Background: an optimization exercise with open tools, aiming at small area and a short achievable clock period. Do not read the settings as production practice.
Only simulation tests tie the RTL to the original design; equivalence was not proved.
No activity file was given, so power comes from the tool's default toggle rates.

== run A ==
// ava_core
module ava_core (
    input  wire        clk,
    input  wire        rst,           
    input  wire [15:0] prog_len,      
    output wire [15:0] prog_addr,     
    input  wire [7:0]  prog_data,     
    output reg  [31:0] stk_w_data,
    output reg         stk_w_valid,
    input  wire        stk_w_ready,
    input  wire [31:0] stk_r_data,
    input  wire        stk_r_valid,
    output reg         stk_r_ready,
    output reg  [7:0]  out_data,
    output reg         out_valid,
    input  wire        out_ready,
    output wire        halt,
    output wire        fault,
    output wire [2:0]  cause,
    output wire        push_lost,
    output wire        out_lost
);
    localparam [3:0] S_INIT     = 4'd0;
    localparam [3:0] S_DECODE   = 4'd1;
    localparam [3:0] S_PUSHIMM1 = 4'd2;
    localparam [3:0] S_PUSHIMM2 = 4'd3;
    localparam [3:0] S_PUSHVAR1 = 4'd4;
    localparam [3:0] S_PUSHVAR2 = 4'd5;
    localparam [3:0] S_PUSHVAR3 = 4'd6;
    localparam [3:0] S_LET1     = 4'd7;    
  ...
For scale: about 1500 cells after synthesis, about 230 flip-flops, roughly 130 I/O pins, ~0.016 mm2 of cells after synthesis.
Settings: LEC_CHECK=0, CAP_MARGIN=20, CORE_MARGIN=2, CORE_UTILIZATION=65, PLACE_DENSITY=0.72, SETUP_SLACK_MARGIN=5.0, SLEW_MARGIN=20, SYNTH_HIERARCHICAL=1; clock period 10.0 ns.
standard.sh (not shown) runs the stock make flow with config.mk's settings and CLKGATE_MAP_FILE= SYNTH_SCRIPT=/design/flow/synth_recipe.tcl, a recipe that flattens the netlist after the stock synthesis.
==> flow/flow/run.sh <==
#!/bin/bash
# The standard layout, with plain buffers (not delay cells) on the ports and
# a clock tree of smaller leaf buffers.
set -euo pipefail
export BUFFER_PORTS_ARGS="-buffer_cell sky130_fd_sc_hd__buf_1"
export CTS_ARGS="-sink_clustering_enable -repair_clock_nets -root_buf sky130_fd_sc_hd__clkbuf_16 -buf_list {sky130_fd_sc_hd__clkbuf_8} -sink_clustering_size 10 -sink_clustering_max_diameter 50 -sink_clustering_buffer sky130_fd_sc_hd__clkbuf_4 -dont_use_dummy_load"
bash standard.sh finish > standard_flow.log 2>&1
Here is what was changed in the inputs of run B compared with run A.
Settings: changing CORE_UTILIZATION from 65 to 60; changing PLACE_DENSITY from 0.72 to 0.68.
==> flow/flow/run.sh <==
#!/bin/bash
# The standard layout, with plain buffers (not delay cells) on the ports and
# a clock tree of smaller leaf buffers.
set -euo pipefail
export BUFFER_PORTS_ARGS="-buffer_cell sky130_fd_sc_hd__buf_2"
export CTS_ARGS="-sink_clustering_enable -repair_clock_nets -root_buf sky130_fd_sc_hd__clkbuf_16 -buf_list {sky130_fd_sc_hd__clkbuf_8} -sink_clustering_size 10 -sink_clustering_max_diameter 50 -sink_clustering_buffer sky130_fd_sc_hd__clkbuf_4 -dont_use_dummy_load"
bash standard.sh finish > standard_flow.log 2>&1
Results
- Run B against run A: arrival time at the worst endpoint increased by 0.07 ns relative to the old numbers; count of non-filler cells in the finished layout closely matched the old numbers; clock power share increased by 1.3 points relative to the old numbers.
- Termination of the worst setup path: stk_w_data[25] -> run A, stk_w_data[24] -> run B
- Run B against run A: internal power consumption increased 3.1%, total power up about 1.7%.
- Run B ends up with lower global-route met1 utilization than run A does.
- The top routing layer in use comes out met5 in one run and met4 in the other, namely in run A and run B respectively.
- Run B reports a higher delay of the slowest critical-path stage than run A does.
- Area of combinational cells with multiple inputs in run B is 49 um2 below run A.
- Between run A and run B, the starting density of the core is higher for run A.
- Summary of the comparison: share of the clock period used by the worst path after layout is higher in run B, relative to run A.
Setup changes, run B to run C
Settings: changing CORE_UTILIZATION from 60 to 65; changing PLACE_DENSITY from 0.68 to 0.72.
## What came out
- On run C: area added between synthesis and finish is 0.31 points lower than what run B gave.
- On global-route usage: between run B and run C, it ends up lower for run B.
- [compare] base=run B new=run C: worst setup slack after layout now larger; worst hold slack after final layout now larger; fraction of final layout cells with drive strength greater than 1 comparable.
Relative to run C, the following input files were edited for run D:
Settings: a deleted SETUP_SLACK_MARGIN that had been 5.0.
diff --git a/flow/flow/run.sh b/flow/flow/run.sh
--- a/flow/flow/run.sh
+++ b/flow/flow/run.sh
@@ -5,3 +5,4 @@
 export BUFFER_PORTS_ARGS="-buffer_cell sky130_fd_sc_hd__buf_2"
 export CTS_ARGS="-sink_clustering_enable -repair_clock_nets -root_buf sky130_fd_sc_hd__clkbuf_16 -buf_list {sky130_fd_sc_hd__clkbuf_8} -sink_clustering_size 10 -sink_clustering_max_diameter 50 -sink_clustering_buffer sky130_fd_sc_hd__clkbuf_4 -dont_use_dummy_load"
+export SETUP_SLACK_MARGIN=5.4
 bash standard.sh finish > standard_flow.log 2>&1
## What came out
- The cell with the largest stage delay on the worst path comes out sky130_fd_sc_hd__ha_1 in one run and sky130_fd_sc_hd__dfxtp_1 in the other, namely in run C and run D respectively.
- On internal power summed over all cells, run C beats run D.
- When run D is measured against run C, its share of total power in the clock network turns out 0.5 points higher.
- Run D ended up with a higher combined global-route utilization of all metal layers than run C did.
- Having completed the whole flow, run C delivered a layout that passed the timing, DRC and antenna checks.
- Run D went all the way through the flow, and no timing, DRC or antenna check failed.
- Power dissipated in combinational cells in run D is about 7% above run C.
- Diff run C -> run D: total wire length after detailed routing picked up an extra 11%; sequential power neither gained nor lost much; design area picked up an extra 0.0012 mm2.
- For number of multi-input combinational cells, run C and run D come out practically identical.
- Looking at detailed-routing wirelength on met1, run D sits about 10% higher than run C does.

-- what the ideal ports hide --
How much do the figures lean on ideal ports? The routed layouts below were timed once more, with nothing changed but the port constraints.
Step 1 assumes that a clkbuf_16 drives the clock port and a buf_2 every other input.
Step 2 adds t to the input delays and takes it off the output delays; t is the mean of the earliest and latest rising clock arrival at the registers after step 1. Input paths then give back, and output paths get back, about the clock's delay inside the block.
Three values: ideal ports, drivers, drivers and shift; two values: the first two.
run	t (ns)	setup slack, ns	hold slack, ns
run A	0.526	5.058 / 5.008 / 4.652	0.476 / 0.476 / 0.476
run B	0.517	4.986 / 4.938 / 4.583	0.466 / 0.466 / 0.466
run C	0.535	5.094 / 5.045 / 4.603	0.478 / 0.478 / 0.478
run D	0.510	5.173 / 5.122 / 4.795	0.488 / 0.488 / 0.488
After both steps setup and hold are still met in every run listed. The setup slack of run C, which loses most, moves by -0.049 ns with the drivers and by -0.491 ns with both steps.
